Background: an optimization exercise with open tools, aiming at small area and a short achievable clock period. Do not read the settings as production practice. The RTL was checked by simulation tests, not by an equivalence proof against the original design.

==> inputs of v17 <==
==> flow/design.v <==
module rfid_core (
    input  wire        clk,
    input  wire        rst,
    input  wire        tick,
    input  wire        rx,
    input  wire        cancel_in,
    input  wire        bus_valid,
    input  wire        bus_we,
    input  wire [19:0] bus_addr,
    input  wire [31:0] bus_wdata,
    output reg  [31:0] bus_rdata,
    output wire        pin
);
  localparam integer N_MAX = 16;
  reg        mode;
  reg        busy, complete;
  reg [4:0]  count;
  reg [31:0] edge_ticks;
  reg        out_en, mod_level;
  reg [2:0]  c_phase;
  reg        ph_scan, ph_a, ph_b, ph_gap, ph_set;
  reg [4:0]  r_idx, r_len;
  reg [31:0] r_cnt;
  reg        cancelled;
  reg [31:0] pass_count;
  reg [31:0] min_pulse, silence, sane_min, sane_max, gap, settle;
  reg [3:0]  duty_a, duty_b;
  reg [15:0] replay_len;
  reg        rx_q;
  reg [31:0] cap_buf   [0:N_MAX-1];
  reg [31:0] replay_buf[0:N_MAX-1];
  wire replay_busy = ph_scan | ph_a | ph_b | ph_gap | ph_set;
  wire ph_timed    = ph_a | ph_b | ph_gap | ph_set;
  wire [3:0] duty_sel = mod_level ? duty_a : duty_b;
  assign pin = out_en & (mode ? ({1'b0, c_phase} < duty_sel) : mod_level);
  wire [31:0] status = {24'd0, cancel_in, pin, mod_level, out_en, cancelled,
                        replay_busy, complete, busy};
  reg [31:0] reg_rd;
  always @* begin
    case (bus_addr[5:2])
      4'h0: reg_rd = {31'd0, mode};
      4'h2: reg_rd = status;
      4'h3: reg_rd = {27'd0, count};
      4'h4: reg_rd = edge_ticks;
      4'h5: reg_rd = min_pulse;
      4'h6: reg_rd = silence;
      4'h7: reg_rd = sane_min;
      4'h8: reg_rd = sane_max;
      4'h9: reg_rd = gap;
      4'hA: reg_rd = settle;
      4'hB: reg_rd = {20'd0, duty_b, 4'd0, duty_a};
      4'hC: reg_rd = {16'd0, replay_len};
      4'hD: reg_rd = pass_count;
      4'hE: reg_rd = {8'd0, 8'd8, 16'd16};
      default: reg_rd = 32'd0;
    endcase
  end
  wire [31:0] cap_rd = cap_buf[bus_addr[5:2]];
  wire [31:0] rep_rd = replay_buf[bus_addr[5:2]];
  wire word_ok = (bus_addr[1:0] == 2'b00) && (bus_addr[17:6] == 12'd0);
  wire rd_en   = bus_valid && !bus_we && word_ok;
  reg [31:0] rd_val;
  always @* begin
    case (bus_addr[19:18])
      2'b00:   rd_val = reg_rd;
      2'b01:   rd_val = cap_rd;
      2'b10:   rd_val = rep_rd;
      default: rd_val = 32'd0;
    endcase
  end
  always @(posedge clk) begin
    if (rst || !rd_en) bus_rdata <= 32'd0;
    else bus_rdata <= rd_val;
  end
  wire wr_en   = bus_valid && bus_we && word_ok;
  wire a_reg   = wr_en && bus_addr[19:18] == 2'b00;
  wire a_rep   = wr_en && bus_addr[19:18] == 2'b10;
  wire cmd_wr  = a_reg && bus_addr[5:2] == 4'h1 && bus_wdata[31:4] == 28'd0;
  wire c_start = cmd_wr && bus_wdata[3:0] == 4'd1;
  wire c_stop  = cmd_wr && bus_wdata[3:0] == 4'd2;
  wire c_proc  = cmd_wr && bus_wdata[3:0] == 4'd3;
  wire c_emu   = cmd_wr && bus_wdata[3:0] == 4'd4;
  wire c_con   = cmd_wr && bus_wdata[3:0] == 4'd5;
  wire c_coff  = cmd_wr && bus_wdata[3:0] == 4'd6;
  wire c_moda  = cmd_wr && bus_wdata[3:0] == 4'd7;
  wire c_modb  = cmd_wr && bus_wdata[3:0] == 4'd8;
  wire [31:0] d      = replay_buf[r_idx[3:0]];
  wire        lt     = r_idx < r_len;
  wire        set_z  = (settle == 32'd0);
  wire        sane   = (sane_min <= d) && (d <= sane_max) && (d[31:1] != 31'd0);
  wire        s_can  = ph_scan & lt & cancel_in;           
  wire        s_acc  = ph_scan & lt & ~cancel_in & sane;   
  wire        s_skip = ph_scan & lt & ~cancel_in & ~sane;  
  wire        s_end  = ph_scan & ~lt;                      
  wire rb1   = replay_busy & ~(s_can & set_z);
  wire idle1 = ~rb1;
  wire oe1   = out_en & ~s_can;
  wire cmd_ok = idle1;
  wire do_start = c_start & cmd_ok & ~busy;
  wire do_stop  = c_stop  & cmd_ok;
  wire do_emu   = c_emu   & cmd_ok & ~busy & (replay_len <= 16'd16);
  wire do_con   = c_con   & cmd_ok;
  wire do_coff  = c_coff  & cmd_ok;
  wire do_moda  = c_moda  & cmd_ok;
  wire do_modb  = c_modb  & cmd_ok;
  wire cfg_wr   = a_reg & ~busy & idle1;
  wire rep_we   = a_rep & idle1;
  wire proc_ok = busy & (count != 5'd0) & (edge_ticks >= silence);
  wire do_proc = c_proc & cmd_ok & proc_ok;
  wire kill    = do_stop | do_proc;
  wire edge_ev = rx ^ rx_q;
  wire ge_r    = (edge_ticks >= min_pulse);
  wire mp_z    = (min_pulse == 32'd0);
  wire e_run   = edge_ev & busy & ~kill;            
  wire w_run   = e_run & ge_r;                      
  wire w_start = edge_ev & do_start & mp_z;         
  wire cap_full = w_run & (count[3:0] == 4'hF);
  wire [31:0] cap_wdata0 = busy ? edge_ticks : 32'd0;
  wire et_sat = (edge_ticks == 32'hFFFF_FFFF);
  wire [30:0] half   = d[31:1];
  wire        eq_a   = (r_cnt == {1'b0, half});
  wire        eq_b   = (r_cnt == {half, 1'b0});
  wire        eq_g   = (r_cnt == gap) | (gap == 32'd0);   
  wire        eq_s   = (r_cnt == settle);
  wire        a_end  = tick & ph_a & eq_a;
  wire        b_end  = tick & ph_b & eq_b;
  wire        g_end  = tick & ph_gap & eq_g;
  wire        st_end = tick & ph_set & eq_s;
  wire        half1  = (d[31:2] == 30'd0);            
  wire        gap1   = (gap[31:1] == 31'd0);           
  wire        set1   = (settle == 32'd1);
  wire        sa_end = tick & s_acc & half1;           
  wire        se_end = tick & s_end & gap1;            
  wire        sc_end = tick & s_can & set1;            
  wire        ge_any = g_end | se_end;                 
  wire        g_can  = ge_any & cancel_in;             
  wire        g_scan = ge_any & ~cancel_in;            
  reg        mode_n, busy_n, complete_n;
  reg [4:0]  count_n;
  reg        out_en_n, mod_level_n;
  reg [2:0]  c_phase_n;
  reg        ph_scan_n, ph_a_n, ph_b_n, ph_gap_n, ph_set_n;
  reg [4:0]  r_idx_n, r_len_n;
  reg        cancelled_n;
  always @* begin
    busy_n     = busy ? ~kill : do_start;
    complete_n = complete;
    count_n    = count;
    if (do_start) begin
      complete_n = 1'b0;
      count_n    = {4'd0, w_start};
    end
    if (w_run)    count_n    = count + 5'd1;
    if (do_proc)  complete_n = 1'b1;
    if (cap_full) begin
      busy_n     = 1'b0;
      complete_n = 1'b1;
    end
    ph_scan_n = (ph_scan & ~s_can & ~s_acc & ~s_end) | do_emu | b_end | g_scan;
    ph_a_n    = (ph_a & ~a_end) | (s_acc & ~sa_end);
    ph_b_n    = (ph_b & ~b_end) | a_end | sa_end;
    ph_gap_n  = (ph_gap & ~g_end) | (s_end & ~se_end);
    ph_set_n  = (ph_set & ~st_end) | (s_can & ~set_z & ~sc_end) |
                (g_can & ~set_z);
    r_idx_n = r_idx;
    if (s_skip | b_end) r_idx_n = r_idx + 5'd1;
    if (do_emu | g_scan) r_idx_n = 5'd0;
    r_len_n = r_len;
    if (do_emu) r_len_n = replay_len[4:0];
    cancelled_n = cancelled;
    if (s_can) cancelled_n = 1'b1;
    if (do_emu) cancelled_n = 1'b0;
    if (g_can) cancelled_n = 1'b1;
    out_en_n    = out_en;
    mod_level_n = mod_level;
    c_phase_n   = c_phase;
    if (s_acc | (do_start & mode) | do_con) begin
      if (!oe1) c_phase_n = 3'd0;
    end
    if (s_can | s_end | do_stop | do_coff) begin
      out_en_n    = 1'b0;
      mod_level_n = 1'b0;
    end
    if (s_acc | (do_start & mode)) begin
      out_en_n    = 1'b1;
      mod_level_n = 1'b1;
    end
    if (do_con)  out_en_n    = 1'b1;
    if (do_moda) mod_level_n = 1'b1;
    if (do_modb) mod_level_n = 1'b0;
    if (tick & out_en_n) c_phase_n = c_phase_n + 3'd1;
    if (a_end | sa_end) begin
      out_en_n    = 1'b1;
      mod_level_n = 1'b0;
    end
    if (g_can) begin
      out_en_n    = 1'b0;
      mod_level_n = 1'b0;
    end
  end
  always @(posedge clk) begin
    if (rst) begin
      busy       <= 1'b0;
      complete   <= 1'b0;
      count      <= 5'd0;
      out_en     <= 1'b0;
      mod_level  <= 1'b0;
      c_phase    <= 3'd0;
      ph_scan    <= 1'b0;
      ph_a       <= 1'b0;
      ph_b       <= 1'b0;
      ph_gap     <= 1'b0;
      ph_set     <= 1'b0;
      r_idx      <= 5'd0;
      r_len      <= 5'd0;
      cancelled  <= 1'b0;
      rx_q       <= rx;
    end else begin
      busy       <= busy_n;
      complete   <= complete_n;
      count      <= count_n;
      out_en     <= out_en_n;
      mod_level  <= mod_level_n;
      c_phase    <= c_phase_n;
      ph_scan    <= ph_scan_n;
      ph_a       <= ph_a_n;
      ph_b       <= ph_b_n;
      ph_gap     <= ph_gap_n;
      ph_set     <= ph_set_n;
      r_idx      <= r_idx_n;
      r_len      <= r_len_n;
      cancelled  <= cancelled_n;
      rx_q       <= rx;
    end
  end
  wire et_clr = rst | e_run | do_start;
  always @(posedge clk)
    edge_ticks <= et_clr ? {31'd0, tick & ~rst}
                         : edge_ticks + {31'd0, tick & ~et_sat};
  always @(posedge clk)
    r_cnt <= g_can ? 32'd1 : ph_scan ? {30'd0, tick, ~tick} :
             r_cnt + {31'd0, tick};
  wire pc_clr = rst | do_emu;
  wire pc_inc = s_end & (pass_count != 32'hFFFF_FFFF);
  always @(posedge clk)
    pass_count <= pc_clr ? 32'd0 : pass_count + {31'd0, pc_inc};
  wire [3:0] cfg_slot = bus_addr[5:2];
  wire ld_mode = rst | (cfg_wr & cfg_slot == 4'h0);
  wire ld_minp = rst | (cfg_wr & cfg_slot == 4'h5);
  wire ld_sil  = rst | (cfg_wr & cfg_slot == 4'h6);
  wire ld_smin = rst | (cfg_wr & cfg_slot == 4'h7);
  wire ld_smax = rst | (cfg_wr & cfg_slot == 4'h8);
  wire ld_gap  = rst | (cfg_wr & cfg_slot == 4'h9);
  wire ld_set  = rst | (cfg_wr & cfg_slot == 4'hA);
  wire ld_duty = rst | (cfg_wr & cfg_slot == 4'hB);
  wire ld_rlen = rst | (cfg_wr & cfg_slot == 4'hC);
  always @(posedge clk) begin
    if (ld_mode) mode       <= rst ? 1'b0          : bus_wdata[0];
    if (ld_minp) min_pulse  <= rst ? 32'd100       : bus_wdata;
    if (ld_sil)  silence    <= rst ? 32'd20000     : bus_wdata;
    if (ld_smin) sane_min   <= rst ? 32'd100       : bus_wdata;
    if (ld_smax) sane_max   <= rst ? 32'd50000     : bus_wdata;
    if (ld_gap)  gap        <= rst ? 32'd10000     : bus_wdata;
    if (ld_set)  settle     <= rst ? 32'd200000    : bus_wdata;
    if (ld_duty) begin
      duty_a <= rst ? 4'd4 : bus_wdata[3:0];
      duty_b <= rst ? 4'd0 : bus_wdata[11:8];
    end
    if (ld_rlen) replay_len <= rst ? 16'd0 : bus_wdata[15:0];
  end
  genvar gi;
  generate
    for (gi = 1; gi < N_MAX; gi = gi + 1) begin : g_cap
      always @(posedge clk)
        if (!rst && w_run && count[3:0] == gi) cap_buf[gi] <= edge_ticks;
    end
  endgenerate
  always @(posedge clk) begin
    if (!rst && ((w_run && count[3:0] == 4'd0) || w_start)) cap_buf[0] <= cap_wdata0;
    if (!rst && rep_we) replay_buf[bus_addr[5:2]] <= bus_wdata;
  end
endmodule
==> flow/flow/run.sh <==
#!/bin/bash
set -euo pipefail
MARGIN=$(cat flow/margin.txt)
bash standard.sh SETUP_SLACK_MARGIN=$MARGIN finish > make_finish.log 2>&1
==> flow/flow/margin.txt <==
7
==> flow/standard.sh <==
#!/bin/bash
# synth_recipe.tcl (not shown) runs the flow's synth.tcl, then flattens the netlist and writes it again
# the make line also repeats each setting of config.mk as NAME=value (left out here)
make -C /OpenROAD-flow-scripts/flow DESIGN_CONFIG=/design/flow/config.mk WORK_HOME=/design/flow/orfs CLKGATE_MAP_FILE= SYNTH_SCRIPT=/design/flow/synth_recipe.tcl "${@:-finish}"
==> flow/config.mk <==
export PLATFORM = sky130hd
export DESIGN_NAME = rfid_core
export DESIGN_NICKNAME = rfid_core
export VERILOG_FILES = /design/flow/design.v
export SDC_FILE = /design/flow/constraint.sdc
export NUM_CORES = 4
export LEC_CHECK = 0
export CAP_MARGIN = 20
export CORE_MARGIN = 2
export CORE_UTILIZATION = 35
export SLEW_MARGIN = 20
==> flow/constraint.sdc <==
create_clock -name core_clock -period 12.0 [get_ports {clk}]
set_input_delay 2.4000 -clock core_clock [delete_from_list [all_inputs] [get_ports {clk}]]
set_output_delay 2.4000 -clock core_clock [all_outputs]
set_load 0.01 [all_outputs]
==> v8 (differences from v17) <==
--- a/flow/design.v
+++ b/flow/design.v
@@ -119,10 +119,9 @@
   wire et_sat = (edge_ticks == 32'hFFFF_FFFF);
   wire [30:0] half   = d[31:1];
-  wire        eq_a   = (r_cnt == {1'b0, half});
-  wire        eq_b   = (r_cnt == {half, 1'b0});
+  wire        eq_h   = (r_cnt == {1'b0, half});
   wire        eq_g   = (r_cnt == gap) | (gap == 32'd0);   
   wire        eq_s   = (r_cnt == settle);
-  wire        a_end  = tick & ph_a & eq_a;
-  wire        b_end  = tick & ph_b & eq_b;
+  wire        a_end  = tick & ph_a & eq_h;
+  wire        b_end  = tick & ph_b & eq_h;
   wire        g_end  = tick & ph_gap & eq_g;
   wire        st_end = tick & ph_set & eq_s;
@@ -138,9 +137,12 @@
   reg        mode_n, busy_n, complete_n;
   reg [4:0]  count_n;
+  reg [31:0] edge_ticks_n;
   reg        out_en_n, mod_level_n;
   reg [2:0]  c_phase_n;
   reg        ph_scan_n, ph_a_n, ph_b_n, ph_gap_n, ph_set_n;
   reg [4:0]  r_idx_n, r_len_n;
+  reg [31:0] r_cnt_n;
   reg        cancelled_n;
+  reg [31:0] pass_count_n;
   always @* begin
     busy_n     = busy ? ~kill : do_start;
@@ -157,4 +159,7 @@
       complete_n = 1'b1;
     end
+    if (e_run | do_start) edge_ticks_n = {31'd0, tick};
+    else if (tick & ~et_sat) edge_ticks_n = edge_ticks + 32'd1;
+    else edge_ticks_n = edge_ticks;
     ph_scan_n = (ph_scan & ~s_can & ~s_acc & ~s_end) | do_emu | b_end | g_scan;
     ph_a_n    = (ph_a & ~a_end) | (s_acc & ~sa_end);
@@ -168,8 +173,15 @@
     r_len_n = r_len;
     if (do_emu) r_len_n = replay_len[4:0];
+    if (a_end | sa_end | g_can) r_cnt_n = 32'd1;
+    else if (s_acc | s_can | s_end) r_cnt_n = tick ? 32'd2 : 32'd1;
+    else if (tick) r_cnt_n = r_cnt + 32'd1;
+    else r_cnt_n = r_cnt;
     cancelled_n = cancelled;
     if (s_can) cancelled_n = 1'b1;
     if (do_emu) cancelled_n = 1'b0;
     if (g_can) cancelled_n = 1'b1;
+    pass_count_n = pass_count;
+    if (s_end && pass_count != 32'hFFFF_FFFF) pass_count_n = pass_count + 32'd1;
+    if (do_emu) pass_count_n = 32'd0;
     out_en_n    = out_en;
     mod_level_n = mod_level;
@@ -201,7 +213,9 @@
   always @(posedge clk) begin
     if (rst) begin
+      mode       <= 1'b0;
       busy       <= 1'b0;
       complete   <= 1'b0;
       count      <= 5'd0;
+      edge_ticks <= 32'd0;
       out_en     <= 1'b0;
       mod_level  <= 1'b0;
@@ -214,5 +228,16 @@
       r_idx      <= 5'd0;
       r_len      <= 5'd0;
+      r_cnt      <= 32'd0;
       cancelled  <= 1'b0;
+      pass_count <= 32'd0;
+      min_pulse  <= 32'd100;
+      silence    <= 32'd20000;
+      sane_min   <= 32'd100;
+      sane_max   <= 32'd50000;
+      gap        <= 32'd10000;
+      settle     <= 32'd200000;
+      duty_a     <= 4'd4;
+      duty_b     <= 4'd0;
+      replay_len <= 16'd0;
       rx_q       <= rx;
     end else begin
@@ -220,4 +245,5 @@
       complete   <= complete_n;
       count      <= count_n;
+      edge_ticks <= edge_ticks_n;
       out_en     <= out_en_n;
       mod_level  <= mod_level_n;
@@ -230,42 +256,26 @@
       r_idx      <= r_idx_n;
       r_len      <= r_len_n;
+      r_cnt      <= r_cnt_n;
       cancelled  <= cancelled_n;
+      pass_count <= pass_count_n;
       rx_q       <= rx;
-    end
-  end
-  wire et_clr = rst | e_run | do_start;
-  always @(posedge clk)
-    edge_ticks <= et_clr ? {31'd0, tick & ~rst}
-                         : edge_ticks + {31'd0, tick & ~et_sat};
-  always @(posedge clk)
-    r_cnt <= g_can ? 32'd1 : ph_scan ? {30'd0, tick, ~tick} :
-             r_cnt + {31'd0, tick};
-  wire pc_clr = rst | do_emu;
-  wire pc_inc = s_end & (pass_count != 32'hFFFF_FFFF);
-  always @(posedge clk)
-    pass_count <= pc_clr ? 32'd0 : pass_count + {31'd0, pc_inc};
-  wire [3:0] cfg_slot = bus_addr[5:2];
-  wire ld_mode = rst | (cfg_wr & cfg_slot == 4'h0);
-  wire ld_minp = rst | (cfg_wr & cfg_slot == 4'h5);
-  wire ld_sil  = rst | (cfg_wr & cfg_slot == 4'h6);
-  wire ld_smin = rst | (cfg_wr & cfg_slot == 4'h7);
-  wire ld_smax = rst | (cfg_wr & cfg_slot == 4'h8);
-  wire ld_gap  = rst | (cfg_wr & cfg_slot == 4'h9);
-  wire ld_set  = rst | (cfg_wr & cfg_slot == 4'hA);
-  wire ld_duty = rst | (cfg_wr & cfg_slot == 4'hB);
-  wire ld_rlen = rst | (cfg_wr & cfg_slot == 4'hC);
-  always @(posedge clk) begin
-    if (ld_mode) mode       <= rst ? 1'b0          : bus_wdata[0];
-    if (ld_minp) min_pulse  <= rst ? 32'd100       : bus_wdata;
-    if (ld_sil)  silence    <= rst ? 32'd20000     : bus_wdata;
-    if (ld_smin) sane_min   <= rst ? 32'd100       : bus_wdata;
-    if (ld_smax) sane_max   <= rst ? 32'd50000     : bus_wdata;
-    if (ld_gap)  gap        <= rst ? 32'd10000     : bus_wdata;
-    if (ld_set)  settle     <= rst ? 32'd200000    : bus_wdata;
-    if (ld_duty) begin
-      duty_a <= rst ? 4'd4 : bus_wdata[3:0];
-      duty_b <= rst ? 4'd0 : bus_wdata[11:8];
-    end
-    if (ld_rlen) replay_len <= rst ? 16'd0 : bus_wdata[15:0];
+      if (cfg_wr) begin
+        case (bus_addr[5:2])
+          4'h0: mode       <= bus_wdata[0];
+          4'h5: min_pulse  <= bus_wdata;
+          4'h6: silence    <= bus_wdata;
+          4'h7: sane_min   <= bus_wdata;
+          4'h8: sane_max   <= bus_wdata;
+          4'h9: gap        <= bus_wdata;
+          4'hA: settle     <= bus_wdata;
+          4'hB: begin
+            duty_a <= bus_wdata[3:0];
+            duty_b <= bus_wdata[11:8];
+          end
+          4'hC: replay_len <= bus_wdata[15:0];
+          default: ;
+        endcase
+      end
+    end
   end
   genvar gi;
==> v14 (differences from v17) <==
--- a/flow/design.v
+++ b/flow/design.v
@@ -99,4 +99,6 @@
   wire do_start = c_start & cmd_ok & ~busy;
   wire do_stop  = c_stop  & cmd_ok;
+  wire do_proc  = c_proc  & cmd_ok & busy & (count != 5'd0) &
+                  (edge_ticks >= silence);
   wire do_emu   = c_emu   & cmd_ok & ~busy & (replay_len <= 16'd16);
   wire do_con   = c_con   & cmd_ok;
@@ -106,23 +108,19 @@
   wire cfg_wr   = a_reg & ~busy & idle1;
   wire rep_we   = a_rep & idle1;
-  wire proc_ok = busy & (count != 5'd0) & (edge_ticks >= silence);
-  wire do_proc = c_proc & cmd_ok & proc_ok;
-  wire kill    = do_stop | do_proc;
+  wire busy2 = (busy & ~do_stop & ~do_proc) | do_start;
   wire edge_ev = rx ^ rx_q;
-  wire ge_r    = (edge_ticks >= min_pulse);
-  wire mp_z    = (min_pulse == 32'd0);
-  wire e_run   = edge_ev & busy & ~kill;            
-  wire w_run   = e_run & ge_r;                      
-  wire w_start = edge_ev & do_start & mp_z;         
-  wire cap_full = w_run & (count[3:0] == 4'hF);
-  wire [31:0] cap_wdata0 = busy ? edge_ticks : 32'd0;
+  wire ge      = do_start ? (min_pulse == 32'd0) : (edge_ticks >= min_pulse);
+  wire e_clr   = edge_ev & busy2;
+  wire cap_we  = e_clr & ge;
+  wire [4:0]  count2    = do_start ? 5'd0 : count;
+  wire [31:0] cap_wdata = do_start ? 32'd0 : edge_ticks;
+  wire        cap_full  = cap_we & (count2[3:0] == 4'hF);
   wire et_sat = (edge_ticks == 32'hFFFF_FFFF);
   wire [30:0] half   = d[31:1];
-  wire        eq_a   = (r_cnt == {1'b0, half});
-  wire        eq_b   = (r_cnt == {half, 1'b0});
+  wire        eq_h   = (r_cnt == {1'b0, half});
   wire        eq_g   = (r_cnt == gap) | (gap == 32'd0);   
   wire        eq_s   = (r_cnt == settle);
-  wire        a_end  = tick & ph_a & eq_a;
-  wire        b_end  = tick & ph_b & eq_b;
+  wire        a_end  = tick & ph_a & eq_h;
+  wire        b_end  = tick & ph_b & eq_h;
   wire        g_end  = tick & ph_gap & eq_g;
   wire        st_end = tick & ph_set & eq_s;
@@ -138,23 +136,26 @@
   reg        mode_n, busy_n, complete_n;
   reg [4:0]  count_n;
+  reg [31:0] edge_ticks_n;
   reg        out_en_n, mod_level_n;
   reg [2:0]  c_phase_n;
   reg        ph_scan_n, ph_a_n, ph_b_n, ph_gap_n, ph_set_n;
   reg [4:0]  r_idx_n, r_len_n;
+  reg [31:0] r_cnt_n;
   reg        cancelled_n;
+  reg [31:0] pass_count_n;
   always @* begin
-    busy_n     = busy ? ~kill : do_start;
+    busy_n     = busy2;
     complete_n = complete;
-    count_n    = count;
-    if (do_start) begin
-      complete_n = 1'b0;
-      count_n    = {4'd0, w_start};
-    end
-    if (w_run)    count_n    = count + 5'd1;
+    count_n    = count2;
+    if (do_start) complete_n = 1'b0;
     if (do_proc)  complete_n = 1'b1;
+    if (cap_we)   count_n    = count2 + 5'd1;
     if (cap_full) begin
       busy_n     = 1'b0;
       complete_n = 1'b1;
     end
+    if (e_clr | do_start) edge_ticks_n = {31'd0, tick};
+    else if (tick & ~et_sat) edge_ticks_n = edge_ticks + 32'd1;
+    else edge_ticks_n = edge_ticks;
     ph_scan_n = (ph_scan & ~s_can & ~s_acc & ~s_end) | do_emu | b_end | g_scan;
     ph_a_n    = (ph_a & ~a_end) | (s_acc & ~sa_end);
@@ -168,8 +169,15 @@
     r_len_n = r_len;
     if (do_emu) r_len_n = replay_len[4:0];
+    if (a_end | sa_end | g_can) r_cnt_n = 32'd1;
+    else if (s_acc | s_can | s_end) r_cnt_n = tick ? 32'd2 : 32'd1;
+    else if (tick) r_cnt_n = r_cnt + 32'd1;
+    else r_cnt_n = r_cnt;
     cancelled_n = cancelled;
     if (s_can) cancelled_n = 1'b1;
     if (do_emu) cancelled_n = 1'b0;
     if (g_can) cancelled_n = 1'b1;
+    pass_count_n = pass_count;
+    if (s_end && pass_count != 32'hFFFF_FFFF) pass_count_n = pass_count + 32'd1;
+    if (do_emu) pass_count_n = 32'd0;
     out_en_n    = out_en;
     mod_level_n = mod_level;
@@ -201,7 +209,9 @@
   always @(posedge clk) begin
     if (rst) begin
+      mode       <= 1'b0;
       busy       <= 1'b0;
       complete   <= 1'b0;
       count      <= 5'd0;
+      edge_ticks <= 32'd0;
       out_en     <= 1'b0;
       mod_level  <= 1'b0;
@@ -214,5 +224,16 @@
       r_idx      <= 5'd0;
       r_len      <= 5'd0;
+      r_cnt      <= 32'd0;
       cancelled  <= 1'b0;
+      pass_count <= 32'd0;
+      min_pulse  <= 32'd100;
+      silence    <= 32'd20000;
+      sane_min   <= 32'd100;
+      sane_max   <= 32'd50000;
+      gap        <= 32'd10000;
+      settle     <= 32'd200000;
+      duty_a     <= 4'd4;
+      duty_b     <= 4'd0;
+      replay_len <= 16'd0;
       rx_q       <= rx;
     end else begin
@@ -220,4 +241,5 @@
       complete   <= complete_n;
       count      <= count_n;
+      edge_ticks <= edge_ticks_n;
       out_en     <= out_en_n;
       mod_level  <= mod_level_n;
@@ -230,52 +252,29 @@
       r_idx      <= r_idx_n;
       r_len      <= r_len_n;
+      r_cnt      <= r_cnt_n;
       cancelled  <= cancelled_n;
+      pass_count <= pass_count_n;
       rx_q       <= rx;
-    end
-  end
-  wire et_clr = rst | e_run | do_start;
-  always @(posedge clk)
-    edge_ticks <= et_clr ? {31'd0, tick & ~rst}
-                         : edge_ticks + {31'd0, tick & ~et_sat};
-  always @(posedge clk)
-    r_cnt <= g_can ? 32'd1 : ph_scan ? {30'd0, tick, ~tick} :
-             r_cnt + {31'd0, tick};
-  wire pc_clr = rst | do_emu;
-  wire pc_inc = s_end & (pass_count != 32'hFFFF_FFFF);
-  always @(posedge clk)
-    pass_count <= pc_clr ? 32'd0 : pass_count + {31'd0, pc_inc};
-  wire [3:0] cfg_slot = bus_addr[5:2];
-  wire ld_mode = rst | (cfg_wr & cfg_slot == 4'h0);
-  wire ld_minp = rst | (cfg_wr & cfg_slot == 4'h5);
-  wire ld_sil  = rst | (cfg_wr & cfg_slot == 4'h6);
-  wire ld_smin = rst | (cfg_wr & cfg_slot == 4'h7);
-  wire ld_smax = rst | (cfg_wr & cfg_slot == 4'h8);
-  wire ld_gap  = rst | (cfg_wr & cfg_slot == 4'h9);
-  wire ld_set  = rst | (cfg_wr & cfg_slot == 4'hA);
-  wire ld_duty = rst | (cfg_wr & cfg_slot == 4'hB);
-  wire ld_rlen = rst | (cfg_wr & cfg_slot == 4'hC);
+      if (cfg_wr) begin
+        case (bus_addr[5:2])
+          4'h0: mode       <= bus_wdata[0];
+          4'h5: min_pulse  <= bus_wdata;
+          4'h6: silence    <= bus_wdata;
+          4'h7: sane_min   <= bus_wdata;
+          4'h8: sane_max   <= bus_wdata;
+          4'h9: gap        <= bus_wdata;
+          4'hA: settle     <= bus_wdata;
+          4'hB: begin
+            duty_a <= bus_wdata[3:0];
+            duty_b <= bus_wdata[11:8];
+          end
+          4'hC: replay_len <= bus_wdata[15:0];
+          default: ;
+        endcase
+      end
+    end
+  end
   always @(posedge clk) begin
-    if (ld_mode) mode       <= rst ? 1'b0          : bus_wdata[0];
-    if (ld_minp) min_pulse  <= rst ? 32'd100       : bus_wdata;
-    if (ld_sil)  silence    <= rst ? 32'd20000     : bus_wdata;
-    if (ld_smin) sane_min   <= rst ? 32'd100       : bus_wdata;
-    if (ld_smax) sane_max   <= rst ? 32'd50000     : bus_wdata;
-    if (ld_gap)  gap        <= rst ? 32'd10000     : bus_wdata;
-    if (ld_set)  settle     <= rst ? 32'd200000    : bus_wdata;
-    if (ld_duty) begin
-      duty_a <= rst ? 4'd4 : bus_wdata[3:0];
-      duty_b <= rst ? 4'd0 : bus_wdata[11:8];
-    end
-    if (ld_rlen) replay_len <= rst ? 16'd0 : bus_wdata[15:0];
-  end
-  genvar gi;
-  generate
-    for (gi = 1; gi < N_MAX; gi = gi + 1) begin : g_cap
-      always @(posedge clk)
-        if (!rst && w_run && count[3:0] == gi) cap_buf[gi] <= edge_ticks;
-    end
-  endgenerate
-  always @(posedge clk) begin
-    if (!rst && ((w_run && count[3:0] == 4'd0) || w_start)) cap_buf[0] <= cap_wdata0;
+    if (!rst && cap_we) cap_buf[count2[3:0]] <= cap_wdata;
     if (!rst && rep_we) replay_buf[bus_addr[5:2]] <= bus_wdata;
   end
==> flow/run.sh (new file) <==
#!/bin/bash
# synth_recipe.tcl (not shown) runs the flow's synth.tcl, then flattens the netlist and writes it again
# the make line also repeats each setting of config.mk as NAME=value (left out here)
make -C /OpenROAD-flow-scripts/flow DESIGN_CONFIG=/design/flow/config.mk WORK_HOME=/design/flow/orfs CLKGATE_MAP_FILE= SYNTH_SCRIPT=/design/flow/synth_recipe.tcl finish
removed: flow/flow/run.sh
removed: flow/flow/margin.txt
removed: flow/standard.sh
==> flow_metrics.tcl <==
set metrics [dict create \
    outcome "timing/DRC/antenna clean" \
    drive_gt1_share_pct 19.16 \
    synth_compound_area_share_pct 8.448 \
    tightest_slew_ns 1.149 \
    drt-total-wl_mm 220.3 \
    initial_core_util_pct 35.28 \
    taps 2355 \
]
the above is filed under v17

==> flow_metrics.tcl <==
set metrics [dict create \
    path_depth 13 \
    tightest_slew_ns 1.335 \
    first_pass_iters 6 \
    outcome "timing/DRC/antenna clean" \
    taps 2464 \
    synth_compound_area_share_pct 9.340 \
    drt-total-wl_mm 231.8 \
    synth_area_mm2 0.06461 \
    grt_pass1_vias 44130 \
]
the above is filed under v8

==> flow_metrics.tcl <==
set metrics [dict create \
    outcome "timing/DRC/antenna clean" \
    drtAntennaViolNets 0 \
    wire_per_inst_um 32.83 \
    first_pass_iters 8 \
    initial_core_util_pct 35.24 \
    synth_compound_area_share_pct 6.815 \
    wl_met1_mm 95.00 \
    tightest_slew_ns 1.165 \
    dp_hpwl_mm 164.2 \
    taps 2480 \
]
the above is filed under v14

static timing again, ports no longer ideal:
Ports are ideal in the flow. The routed layouts listed here were re-timed in OpenROAD. Step 1 assumes that a clkbuf_16 drives the clock port and a buf_2 every other input. Step 2 adds t to the input delays and takes it off the output delays; t is the mean of the earliest and latest rising clock arrival at the registers after step 1. Input paths then give back, and output paths get back, about the clock's delay inside the block. Slacks: no drivers / after step 1 / after step 2; pairs: no drivers / after step 1.
run	shift t [ns]	slack for setup (ns)	hold WS [ns]	latest minus earliest clock arrival (ns)	slew at the worst register clock pin (ns)
v17	0.867	6.990 / 6.895 / 6.028	0.469 / 0.469 / 0.469	0.031 / 0.030	0.07 / 0.07
v8	0.867	6.911 / 6.911 / 6.090	0.482 / 0.482 / 0.482	0.039 / 0.039	0.07 / 0.07
v14	0.915	4.853 / 4.913 / 3.998	0.463 / 0.463 / 0.463	0.035 / 0.036	0.07 / 0.07
After both steps setup and hold are still met in every run listed. For v17, which loses most, drivers alone change the setup slack by -0.095 ns; drivers and shift together by -0.962 ns.
